Background: an optimization exercise with open tools, aiming at small area, a short achievable clock period and few clock cycles per item. Do not read the settings as production practice. Function was checked by simulation only, so behaviour that the tests miss may differ from the original.

==> xenon: inputs <==
// cvt_pair
module cvt_pair (
    input  wire        clk,
    input  wire        rst,
    input  wire        in_valid,
    output wire        in_ready,
    input  wire [7:0]  in_y0,
    input  wire [7:0]  in_y1,
    input  wire [7:0]  in_cb_a,
    input  wire [7:0]  in_cr_a,
    input  wire [7:0]  in_cb_b,
    input  wire [7:0]  in_cr_b,
    input  wire        in_interp,
    output wire        out_valid,
    output wire [31:0] out_r0,
    output wire [31:0] out_g0,
    output wire [31:0] out_b0,
    output wire [31:0] out_r1,
    output wire [31:0] out_g1,
    output wire [31:0] out_b1,
    output wire [23:0] out_rgb0_u8,    
    output wire [23:0] out_rgb1_u8
);
    assign in_ready = 1'b1;
    wire [8:0] cb_sum = {1'b0, in_cb_a} + {1'b0, in_cb_b} + 9'd1;
    wire [8:0] cr_sum = {1'b0, in_cr_a} + {1'b0, in_cr_b} + 9'd1;
    reg  [7:0] y0_q, y1_q, cb, cr;
    always @(posedge clk) begin
        y0_q <= in_y0;
        y1_q <= in_y1;
        cb   <= in_interp ? cb_sum[8:1] : in_cb_a;
        cr   <= in_interp ? cr_sum[8:1] : in_cr_a;
    end
    wire signed [7:0] d_rv, d_gu, d_gv, d_bu;
    cvt_delta_rv t_rv (.c(cr), .d(d_rv));
    cvt_delta_gu t_gu (.c(cb), .d(d_gu));
    cvt_delta_gv t_gv (.c(cr), .d(d_gv));
    cvt_delta_bu t_bu (.c(cb), .d(d_bu));
    reg [7:0]        y0_1, y1_1, cb_1, cr_1, cbn_1, crn_1;
    reg signed [7:0] d_rv_1, d_gu_1, d_gv_1, d_bu_1;
    always @(posedge clk) begin
        y0_1   <= y0_q;
        y1_1   <= y1_q;
        cb_1   <= cb;
        cr_1   <= cr;
        cbn_1  <= ~cb;
        crn_1  <= ~cr;
        d_rv_1 <= d_rv;
        d_gu_1 <= d_gu;
        d_gv_1 <= d_gv;
        d_bu_1 <= d_bu;
    end
    wire [35:0] prv_s, prv_c, pbu_s, pbu_c, ngu_s, ngu_c, ngv_s, ngv_c;
    cvt_prod_rv p_rv (.c(cr_1), .d(d_rv_1), .ps(prv_s), .pc(prv_c));
    cvt_prod_bu p_bu (.c(cb_1), .d(d_bu_1), .ps(pbu_s), .pc(pbu_c));
    cvt_prod_gu p_gu (.c(~cbn_1), .d(d_gu_1), .ps(ngu_s), .pc(ngu_c));
    cvt_prod_gv p_gv (.c(~crn_1), .d(d_gv_1), .ps(ngv_s), .pc(ngv_c));
  ...
Settings: LEC_CHECK=0, ABC_AREA=1, CAP_MARGIN=20, CORE_MARGIN=2, CORE_UTILIZATION=60, CTS_CLUSTER_DIAMETER=70, CTS_CLUSTER_SIZE=30, PLACE_DENSITY=0.7, SLEW_MARGIN=70; clock period 17.0 ns.
standard.sh (not shown) runs the stock make flow with config.mk's settings and CLKGATE_MAP_FILE= SYNTH_SCRIPT=/design/flow/synth_recipe.tcl, a recipe that flattens the netlist after the stock synthesis.
==> flow/flow/run.sh <==
#!/bin/bash
# The standard layout, with the port buffers made from buf_2 cells instead of
# the buffer buffer_ports picks by default (a slow delay cell).
# standard.sh's full output goes to standard.log in this folder.
set -euo pipefail
export BUFFER_PORTS_ARGS="-buffer_cell sky130_fd_sc_hd__buf_2"
bash standard.sh finish > standard.log 2>&1
==> inputs of tundra, as changes to xenon <==
--- a/flow/design.v
+++ b/flow/design.v
@@ -1243,38 +1243,36 @@
           ({36{hl[14]}} & 36'hFEFBB6468) |
           ({36{hl[15]}} & 36'hFEE91EB94);
     wire [35:0] dd = {28'd0, ~{~d[7], d[6:0]}} << 1;
     assign ps = th ^ tl ^ dd;
     assign pc = {(th[34:0] & tl[34:0]) | (th[34:0] & dd[34:0]) | (tl[34:0] & dd[34:0]), 1'b0};
 endmodule
 module cvt_g_err (
     input  wire [7:0]         y8,
-    input  wire [11:0]        ngu_hi,
-    input  wire               c24,
-    input  wire [10:0]        ngu_lo,
+    input  wire signed [35:0] ngu,
     output wire [11:0]        w
 );
-    wire [11:0] dh = {3'b000, y8, 1'b0} + ngu_hi + {11'd0, c24};   
+    wire [11:0] dh = {3'b000, y8, 1'b0} + ngu[35:24];   
     wire [9:0]  a  = dh[11] ? ~dh[9:0] : dh[9:0];        
     wire [10:0] m;
     genvar i;
     generate
         for (i = 0; i < 10; i = i + 1) begin : msk
             assign m[i] = |a[9:i];
         end
     endgenerate
     assign m[10] = 1'b0;
     wire [10:0] top = m & ~{1'b0, m[10:1]};              
     wire [10:0] nxt = {top[9:0], 1'b0};                  
-    wire        g   = |(top & ngu_lo);
-    wire        lsb = |(nxt & ngu_lo);
-    wire        st  = |({1'b0, m[10:1]} & ngu_lo);
+    wire        g   = |(top & ngu[10:0]);
+    wire        lsb = |(nxt & ngu[10:0]);
+    wire        st  = |({1'b0, m[10:1]} & ngu[10:0]);
     wire        up  = g & (st | lsb);
-    assign w = {up, (m & ~ngu_lo) | (~m & {11{~up}})};
+    assign w = {up, (m & ~ngu[10:0]) | (~m & {11{~up}})};
 endmodule
 module cvt_lzc (
     input  wire signed [35:0] x,
     output wire               low,      
     output wire               high,     
     output reg  [5:0]         lz        
 );
     assign low  = x[35] || (x == 36'd0);
@@ -1284,25 +1282,24 @@
         lz = 6'd0;
         for (i = 0; i < 33; i = i + 1)
             if (x[i]) lz = 6'd32 - i;
     end
 endmodule
 module cvt_norm (
     input  wire [32:0] v,
     input  wire [5:0]  lz,
-    input  wire        high,      
     output wire [23:0] mn,
     output wire        inc1,
     output wire [5:0]  ex         
 );
     wire [32:0] n = v << lz;
-    assign mn   = n[32:9] | {24{high}};
-    assign inc1 = (n[8] & ((|n[7:0]) | n[9])) | high;
-    assign ex   = high ? 6'd32 : 6'd32 - lz;
+    assign mn   = n[32:9];
+    assign inc1 = n[8] & ((|n[7:0]) | n[9]);
+    assign ex   = 6'd32 - lz;
 endmodule
 module cvt_out_pre (
     input  wire [23:0] mn,
     input  wire        inc1,
     output wire        mode,      
     output wire        mode_n,    
     output wire [1:0]  k          
 );
@@ -1318,34 +1315,35 @@
     wire       r8  = mode & z7 & (s7 | z8);      
     wire       r7  = ~mode & z6 & (s6 | z7);     
     wire       b7  = ~inc1 & nz7;                
     assign k      = {r8 | (r7 & ~b7), ~b7 ^ r7};
     assign mode_n = ~mode;
 endmodule
 module cvt_out (
     input  wire        low,
+    input  wire        high,
     input  wire [23:0] mn,
     input  wire        inc1,
     input  wire [5:0]  ex,
     input  wire        mode,
     input  wire        mode_n,
     input  wire [1:0]  k,
     output wire [30:0] f,         
     output wire [7:0]  u
 );
     wire [24:0] zh   = {mn, inc1} + {8'hFF, ~mn[23:7]} + {23'd0, k};
     wire [31:0] zp   = {zh, 7'd0};
     wire [22:0] fr   = {mode ? zp[30:20] : zp[29:19], mode_n ? zp[18:7] : zp[19:8]};
     wire [7:0]  e0   = 8'd101 + {2'b00, ex};
     wire [7:0]  e1   = 8'd102 + {2'b00, ex};
     wire [7:0]  e    = zp[31] ? e1 : e0;
     wire [7:0]  ipart = (ex >= 6'd25) ? (zp[31:24] >> (6'd32 - ex)) : 8'd0;
-    assign f = low ? 31'd0 : {e, fr};
-    assign u = low ? 8'd0  : ipart;
+    assign f = low ? 31'd0 : high ? 31'h437F0000 : {e, fr};
+    assign u = low ? 8'd0  : high ? 8'd255 : ipart;
 endmodule
 module cvt_add #(parameter N = 36, parameter L = 6) (    
     input  wire [N-1:0] a,
     input  wire [N-1:0] b,
     input  wire         ci,
     output wire [N-1:0] s
 );
     wire [N:0] g [0:L];
@@ -1420,48 +1418,42 @@
         d_gv_1 <= d_gv;
         d_bu_1 <= d_bu;
     end
     wire [35:0] prv_s, prv_c, pbu_s, pbu_c, ngu_s, ngu_c, ngv_s, ngv_c;
     cvt_prod_rv p_rv (.c(cr_1), .d(d_rv_1), .ps(prv_s), .pc(prv_c));
     cvt_prod_bu p_bu (.c(cb_1), .d(d_bu_1), .ps(pbu_s), .pc(pbu_c));
     cvt_prod_gu p_gu (.c(~cbn_1), .d(d_gu_1), .ps(ngu_s), .pc(ngu_c));
     cvt_prod_gv p_gv (.c(~crn_1), .d(d_gv_1), .ps(ngv_s), .pc(ngv_c));
-    wire [24:0] ngu_l = {1'b0, ngu_s[23:0]} + {1'b0, ngu_c[23:0]};
-    wire [11:0] ngu_h = ngu_s[35:24] + ngu_c[35:24];
+    wire [35:0] ngu = ngu_s + ngu_c;
     wire [35:0] k_s = ngu_s ^ ngu_c ^ ngv_s;
     wire [35:0] k_c = {(ngu_s[34:0] & ngu_c[34:0]) | (ngu_s[34:0] & ngv_s[34:0]) | (ngu_c[34:0] & ngv_s[34:0]), 1'b0};
     wire [35:0] nuv_k = 36'hFFFFFF801;    
     wire [35:0] l_s = k_s ^ k_c ^ ngv_c;
     wire [35:0] l_c = {(k_s[34:0] & k_c[34:0]) | (k_s[34:0] & ngv_c[34:0]) | (k_c[34:0] & ngv_c[34:0]), 1'b0};
     wire [35:0] nuv_s = l_s ^ l_c ^ nuv_k;
     wire [35:0] nuv_c = {(l_s[34:0] & l_c[34:0]) | (l_s[34:0] & nuv_k[34:0]) | (l_c[34:0] & nuv_k[34:0]), 1'b0};
     reg [7:0]  y0_2, y1_2;
-    reg [35:0] prv_s2, prv_c2, pbu_s2, pbu_c2, nuv_s2, nuv_c2;
-    reg [11:0] ngu_h2;
-    reg        c24_2;
-    reg [10:0] ngu_l2;
+    reg [35:0] prv_s2, prv_c2, pbu_s2, pbu_c2, ngu_2, nuv_s2, nuv_c2;
     always @(posedge clk) begin
         y0_2   <= y0_1;
         y1_2   <= y1_1;
         prv_s2 <= prv_s;
         prv_c2 <= prv_c;
         pbu_s2 <= pbu_s;
         pbu_c2 <= pbu_c;
-        ngu_h2 <= ngu_h;
-        c24_2  <= ngu_l[24];
-        ngu_l2 <= ngu_l[10:0];
+        ngu_2  <= ngu;
         nuv_s2 <= nuv_s;
         nuv_c2 <= nuv_c;
     end
     wire [35:0] yf0_2 = {3'b000, y0_2, 25'd0};
     wire [35:0] yf1_2 = {3'b000, y1_2, 25'd0};
     wire [11:0] w0, w1;
-    cvt_g_err ge0 (.y8(y0_2), .ngu_hi(ngu_h2), .c24(c24_2), .ngu_lo(ngu_l2), .w(w0));
-    cvt_g_err ge1 (.y8(y1_2), .ngu_hi(ngu_h2), .c24(c24_2), .ngu_lo(ngu_l2), .w(w1));
+    cvt_g_err ge0 (.y8(y0_2), .ngu(ngu_2), .w(w0));
+    cvt_g_err ge1 (.y8(y1_2), .ngu(ngu_2), .w(w1));
     wire [35:0] prv, pbu;
     cvt_add #(36) a_prv (.a(prv_s2), .b(prv_c2), .ci(1'b0), .s(prv));
     cvt_add #(36) a_pbu (.a(pbu_s2), .b(pbu_c2), .ci(1'b0), .s(pbu));
     wire [35:0] u0_s = yf0_2 ^ nuv_s2 ^ nuv_c2;
     wire [35:0] u0_c = {(yf0_2[34:0] & nuv_s2[34:0]) | (yf0_2[34:0] & nuv_c2[34:0]) | (nuv_s2[34:0] & nuv_c2[34:0]), 1'b0};
     wire [35:0] u1_s = yf1_2 ^ nuv_s2 ^ nuv_c2;
     wire [35:0] u1_c = {(yf1_2[34:0] & nuv_s2[34:0]) | (yf1_2[34:0] & nuv_c2[34:0]) | (nuv_s2[34:0] & nuv_c2[34:0]), 1'b0};
     wire [35:0] t0, t1;
@@ -1524,48 +1516,48 @@
         lz_b0_4 <= lz_b0;
         lz_r1_4 <= lz_r1;
         lz_g1_4 <= lz_g1;
         lz_b1_4 <= lz_b1;
     end
     wire [23:0] mn_r0, mn_g0, mn_b0, mn_r1, mn_g1, mn_b1;
     wire        i1_r0, i1_g0, i1_b0, i1_r1, i1_g1, i1_b1;
     wire [5:0]  ex_r0, ex_g0, ex_b0, ex_r1, ex_g1, ex_b1;
-    cvt_norm nm_r0 (.v(vr0_4), .lz(lz_r0_4), .high(hi_r0_4), .mn(mn_r0), .inc1(i1_r0), .ex(ex_r0));
-    cvt_norm nm_g0 (.v(vg0_4), .lz(lz_g0_4), .high(hi_g0_4), .mn(mn_g0), .inc1(i1_g0), .ex(ex_g0));
-    cvt_norm nm_b0 (.v(vb0_4), .lz(lz_b0_4), .high(hi_b0_4), .mn(mn_b0), .inc1(i1_b0), .ex(ex_b0));
-    cvt_norm nm_r1 (.v(vr1_4), .lz(lz_r1_4), .high(hi_r1_4), .mn(mn_r1), .inc1(i1_r1), .ex(ex_r1));
-    cvt_norm nm_g1 (.v(vg1_4), .lz(lz_g1_4), .high(hi_g1_4), .mn(mn_g1), .inc1(i1_g1), .ex(ex_g1));
-    cvt_norm nm_b1 (.v(vb1_4), .lz(lz_b1_4), .high(hi_b1_4), .mn(mn_b1), .inc1(i1_b1), .ex(ex_b1));
+    cvt_norm nm_r0 (.v(vr0_4), .lz(lz_r0_4), .mn(mn_r0), .inc1(i1_r0), .ex(ex_r0));
+    cvt_norm nm_g0 (.v(vg0_4), .lz(lz_g0_4), .mn(mn_g0), .inc1(i1_g0), .ex(ex_g0));
+    cvt_norm nm_b0 (.v(vb0_4), .lz(lz_b0_4), .mn(mn_b0), .inc1(i1_b0), .ex(ex_b0));
+    cvt_norm nm_r1 (.v(vr1_4), .lz(lz_r1_4), .mn(mn_r1), .inc1(i1_r1), .ex(ex_r1));
+    cvt_norm nm_g1 (.v(vg1_4), .lz(lz_g1_4), .mn(mn_g1), .inc1(i1_g1), .ex(ex_g1));
+    cvt_norm nm_b1 (.v(vb1_4), .lz(lz_b1_4), .mn(mn_b1), .inc1(i1_b1), .ex(ex_b1));
     wire md_r0, md_g0, md_b0, md_r1, md_g1, md_b1;
     wire mdn_r0, mdn_g0, mdn_b0, mdn_r1, mdn_g1, mdn_b1;
     wire [1:0] k_r0, k_g0, k_b0, k_r1, k_g1, k_b1;
     cvt_out_pre op_r0 (.mn(mn_r0), .inc1(i1_r0), .mode(md_r0), .mode_n(mdn_r0), .k(k_r0));
     cvt_out_pre op_g0 (.mn(mn_g0), .inc1(i1_g0), .mode(md_g0), .mode_n(mdn_g0), .k(k_g0));
     cvt_out_pre op_b0 (.mn(mn_b0), .inc1(i1_b0), .mode(md_b0), .mode_n(mdn_b0), .k(k_b0));
     cvt_out_pre op_r1 (.mn(mn_r1), .inc1(i1_r1), .mode(md_r1), .mode_n(mdn_r1), .k(k_r1));
     cvt_out_pre op_g1 (.mn(mn_g1), .inc1(i1_g1), .mode(md_g1), .mode_n(mdn_g1), .k(k_g1));
     cvt_out_pre op_b1 (.mn(mn_b1), .inc1(i1_b1), .mode(md_b1), .mode_n(mdn_b1), .k(k_b1));
-    reg [36*6-1:0] c_5;
+    reg [37*6-1:0] c_5;
     always @(posedge clk)
-        c_5 <= {md_b1, mdn_b1, k_b1, lo_b1_4, i1_b1, ex_b1, mn_b1,
-                md_g1, mdn_g1, k_g1, lo_g1_4, i1_g1, ex_g1, mn_g1,
-                md_r1, mdn_r1, k_r1, lo_r1_4, i1_r1, ex_r1, mn_r1,
-                md_b0, mdn_b0, k_b0, lo_b0_4, i1_b0, ex_b0, mn_b0,
-                md_g0, mdn_g0, k_g0, lo_g0_4, i1_g0, ex_g0, mn_g0,
-                md_r0, mdn_r0, k_r0, lo_r0_4, i1_r0, ex_r0, mn_r0};
+        c_5 <= {md_b1, mdn_b1, k_b1, lo_b1_4, hi_b1_4, i1_b1, ex_b1, mn_b1,
+                md_g1, mdn_g1, k_g1, lo_g1_4, hi_g1_4,   i1_g1, ex_g1, mn_g1,
+                md_r1, mdn_r1, k_r1, lo_r1_4, hi_r1_4, i1_r1, ex_r1, mn_r1,
+                md_b0, mdn_b0, k_b0, lo_b0_4, hi_b0_4, i1_b0, ex_b0, mn_b0,
+                md_g0, mdn_g0, k_g0, lo_g0_4, hi_g0_4,   i1_g0, ex_g0, mn_g0,
+                md_r0, mdn_r0, k_r0, lo_r0_4, hi_r0_4, i1_r0, ex_r0, mn_r0};
     wire [31*6-1:0] f;
     wire [8*6-1:0]  u;
     genvar k;
     generate
         for (k = 0; k < 6; k = k + 1) begin : ch
-            cvt_out o (.mode(c_5[36*k+35]), .mode_n(c_5[36*k+34]),
-                .k(c_5[36*k+32 +: 2]),
-                .low(c_5[36*k+31]), .inc1(c_5[36*k+30]),
-                .ex(c_5[36*k+24 +: 6]), .mn(c_5[36*k +: 24]),
+            cvt_out o (.mode(c_5[37*k+36]), .mode_n(c_5[37*k+35]),
+                .k(c_5[37*k+33 +: 2]),
+                .low(c_5[37*k+32]), .high(c_5[37*k+31]), .inc1(c_5[37*k+30]),
+                .ex(c_5[37*k+24 +: 6]), .mn(c_5[37*k +: 24]),
                 .f(f[31*k +: 31]), .u(u[8*k +: 8]));
         end
     endgenerate
     reg [31*6-1:0] f_6;
     reg [8*6-1:0]  u_6;
     always @(posedge clk) begin
         f_6 <= f;
         u_6 <= u;
==> flow/config.mk (replaced) <==
export PLATFORM = sky130hd
export DESIGN_NAME = cvt_pair
export DESIGN_NICKNAME = cvt_pair
export VERILOG_FILES = /design/flow/design.v
export SDC_FILE = /design/flow/constraint.sdc
export NUM_CORES = 4
export LEC_CHECK = 0
export CAP_MARGIN = 20
export CORE_MARGIN = 2
export CORE_UTILIZATION = 60
export PLACE_DENSITY = 0.7
export SLEW_MARGIN = 20
==> inputs of violet, as changes to xenon <==
--- a/flow/design.v
+++ b/flow/design.v
@@ -1243,38 +1243,36 @@
           ({36{hl[14]}} & 36'hFEFBB6468) |
           ({36{hl[15]}} & 36'hFEE91EB94);
     wire [35:0] dd = {28'd0, ~{~d[7], d[6:0]}} << 1;
     assign ps = th ^ tl ^ dd;
     assign pc = {(th[34:0] & tl[34:0]) | (th[34:0] & dd[34:0]) | (tl[34:0] & dd[34:0]), 1'b0};
 endmodule
 module cvt_g_err (
     input  wire [7:0]         y8,
-    input  wire [11:0]        ngu_hi,
-    input  wire               c24,
-    input  wire [10:0]        ngu_lo,
+    input  wire signed [35:0] ngu,
     output wire [11:0]        w
 );
-    wire [11:0] dh = {3'b000, y8, 1'b0} + ngu_hi + {11'd0, c24};   
+    wire [11:0] dh = {3'b000, y8, 1'b0} + ngu[35:24];   
     wire [9:0]  a  = dh[11] ? ~dh[9:0] : dh[9:0];        
     wire [10:0] m;
     genvar i;
     generate
         for (i = 0; i < 10; i = i + 1) begin : msk
             assign m[i] = |a[9:i];
         end
     endgenerate
     assign m[10] = 1'b0;
     wire [10:0] top = m & ~{1'b0, m[10:1]};              
     wire [10:0] nxt = {top[9:0], 1'b0};                  
-    wire        g   = |(top & ngu_lo);
-    wire        lsb = |(nxt & ngu_lo);
-    wire        st  = |({1'b0, m[10:1]} & ngu_lo);
+    wire        g   = |(top & ngu[10:0]);
+    wire        lsb = |(nxt & ngu[10:0]);
+    wire        st  = |({1'b0, m[10:1]} & ngu[10:0]);
     wire        up  = g & (st | lsb);
-    assign w = {up, (m & ~ngu_lo) | (~m & {11{~up}})};
+    assign w = {up, (m & ~ngu[10:0]) | (~m & {11{~up}})};
 endmodule
 module cvt_lzc (
     input  wire signed [35:0] x,
     output wire               low,      
     output wire               high,     
     output reg  [5:0]         lz        
 );
     assign low  = x[35] || (x == 36'd0);
@@ -1420,48 +1418,42 @@
         d_gv_1 <= d_gv;
         d_bu_1 <= d_bu;
     end
     wire [35:0] prv_s, prv_c, pbu_s, pbu_c, ngu_s, ngu_c, ngv_s, ngv_c;
     cvt_prod_rv p_rv (.c(cr_1), .d(d_rv_1), .ps(prv_s), .pc(prv_c));
     cvt_prod_bu p_bu (.c(cb_1), .d(d_bu_1), .ps(pbu_s), .pc(pbu_c));
     cvt_prod_gu p_gu (.c(~cbn_1), .d(d_gu_1), .ps(ngu_s), .pc(ngu_c));
     cvt_prod_gv p_gv (.c(~crn_1), .d(d_gv_1), .ps(ngv_s), .pc(ngv_c));
-    wire [24:0] ngu_l = {1'b0, ngu_s[23:0]} + {1'b0, ngu_c[23:0]};
-    wire [11:0] ngu_h = ngu_s[35:24] + ngu_c[35:24];
+    wire [35:0] ngu = ngu_s + ngu_c;
     wire [35:0] k_s = ngu_s ^ ngu_c ^ ngv_s;
     wire [35:0] k_c = {(ngu_s[34:0] & ngu_c[34:0]) | (ngu_s[34:0] & ngv_s[34:0]) | (ngu_c[34:0] & ngv_s[34:0]), 1'b0};
     wire [35:0] nuv_k = 36'hFFFFFF801;    
     wire [35:0] l_s = k_s ^ k_c ^ ngv_c;
     wire [35:0] l_c = {(k_s[34:0] & k_c[34:0]) | (k_s[34:0] & ngv_c[34:0]) | (k_c[34:0] & ngv_c[34:0]), 1'b0};
     wire [35:0] nuv_s = l_s ^ l_c ^ nuv_k;
     wire [35:0] nuv_c = {(l_s[34:0] & l_c[34:0]) | (l_s[34:0] & nuv_k[34:0]) | (l_c[34:0] & nuv_k[34:0]), 1'b0};
     reg [7:0]  y0_2, y1_2;
-    reg [35:0] prv_s2, prv_c2, pbu_s2, pbu_c2, nuv_s2, nuv_c2;
-    reg [11:0] ngu_h2;
-    reg        c24_2;
-    reg [10:0] ngu_l2;
+    reg [35:0] prv_s2, prv_c2, pbu_s2, pbu_c2, ngu_2, nuv_s2, nuv_c2;
     always @(posedge clk) begin
         y0_2   <= y0_1;
         y1_2   <= y1_1;
         prv_s2 <= prv_s;
         prv_c2 <= prv_c;
         pbu_s2 <= pbu_s;
         pbu_c2 <= pbu_c;
-        ngu_h2 <= ngu_h;
-        c24_2  <= ngu_l[24];
-        ngu_l2 <= ngu_l[10:0];
+        ngu_2  <= ngu;
         nuv_s2 <= nuv_s;
         nuv_c2 <= nuv_c;
     end
     wire [35:0] yf0_2 = {3'b000, y0_2, 25'd0};
     wire [35:0] yf1_2 = {3'b000, y1_2, 25'd0};
     wire [11:0] w0, w1;
-    cvt_g_err ge0 (.y8(y0_2), .ngu_hi(ngu_h2), .c24(c24_2), .ngu_lo(ngu_l2), .w(w0));
-    cvt_g_err ge1 (.y8(y1_2), .ngu_hi(ngu_h2), .c24(c24_2), .ngu_lo(ngu_l2), .w(w1));
+    cvt_g_err ge0 (.y8(y0_2), .ngu(ngu_2), .w(w0));
+    cvt_g_err ge1 (.y8(y1_2), .ngu(ngu_2), .w(w1));
     wire [35:0] prv, pbu;
     cvt_add #(36) a_prv (.a(prv_s2), .b(prv_c2), .ci(1'b0), .s(prv));
     cvt_add #(36) a_pbu (.a(pbu_s2), .b(pbu_c2), .ci(1'b0), .s(pbu));
     wire [35:0] u0_s = yf0_2 ^ nuv_s2 ^ nuv_c2;
     wire [35:0] u0_c = {(yf0_2[34:0] & nuv_s2[34:0]) | (yf0_2[34:0] & nuv_c2[34:0]) | (nuv_s2[34:0] & nuv_c2[34:0]), 1'b0};
     wire [35:0] u1_s = yf1_2 ^ nuv_s2 ^ nuv_c2;
     wire [35:0] u1_c = {(yf1_2[34:0] & nuv_s2[34:0]) | (yf1_2[34:0] & nuv_c2[34:0]) | (nuv_s2[34:0] & nuv_c2[34:0]), 1'b0};
     wire [35:0] t0, t1;
==> flow/config.mk (replaced) <==
export PLATFORM = sky130hd
export DESIGN_NAME = cvt_pair
export DESIGN_NICKNAME = cvt_pair
export VERILOG_FILES = /design/flow/design.v
export SDC_FILE = /design/flow/constraint.sdc
export NUM_CORES = 4
export LEC_CHECK = 0
export ABC_AREA = 1
export CAP_MARGIN = 40
export CORE_MARGIN = 2
export CORE_UTILIZATION = 60
export PLACE_DENSITY = 0.7
export SLEW_MARGIN = 80
==> impl_metrics.ini <==
[grt]
grt_pass1_vias = 56500

[clocking]
cts_buffers = 112

[routing]
drt-pass1-iter-count = 6

[run_status]
status = finished clean

[setup_path]
crit_arrival_ns = 5.53

[final_layout]
fin_cells = 11000
nets = 10300

[floorplan]
die_area_um2 = 116000

[yosys]
synthMuxAreaShare_pct = 0.855
(the above is from violet)
==> impl_metrics.ini <==
[setup_path]
crit_arrival_ns = 1.22

[yosys]
synthMuxAreaShare_pct = 0.802

[floorplan]
die_area_um2 = 115000

[run_status]
status = finished clean

[final_layout]
fin_cells = 10800

[routing]
drt-pass1-iter-count = 6
(the above is from xenon)
==> impl_metrics.ini <==
[clocking]
cts_buffers = 115

[run_status]
status = finished clean

[final_layout]
fin_cells = 9817

[floorplan]
die_area_um2 = 121000
(the above is from tundra)
Testbench counts of xenon, summed over its fixed seeds: cycles 16,056, items 16,000.
Testbench counts of tundra, summed over its fixed seeds: cycles 16,056, items 16,000.
Testbench counts of violet, summed over its fixed seeds: cycles 16,056, items 16,000.

[static timing again, ports no longer ideal]
Ports are ideal in the flow. The routed layouts listed here were re-timed in OpenROAD.
Step 1, drivers: a clkbuf_16 drives clk and a buf_2 each remaining input, both assumed.
Step 2 also shifts input and output timing later by t, the mid clock arrival at the registers, as if the neighbouring blocks saw the same clock.
a / b / c = no drivers / after step 1 / after step 2; a / b = the first two.
run	shift t [ns]	setup slack, ns	hold WS [ns]	latest minus earliest clock arrival (ns)
xenon	0.764	12.385 / 12.307 / 11.910	0.331 / 0.331 / 0.331	0.047 / 0.047
tundra	0.791	12.157 / 12.157 / 11.461	0.323 / 0.323 / 0.323	0.042 / 0.042
violet	0.782	12.047 / 12.047 / 11.926	0.322 / 0.322 / 0.322	0.023 / 0.023
After both steps every run listed still meets setup and hold. For tundra, which loses most, drivers alone change the setup slack by 0.000 ns; drivers and shift together by -0.696 ns.
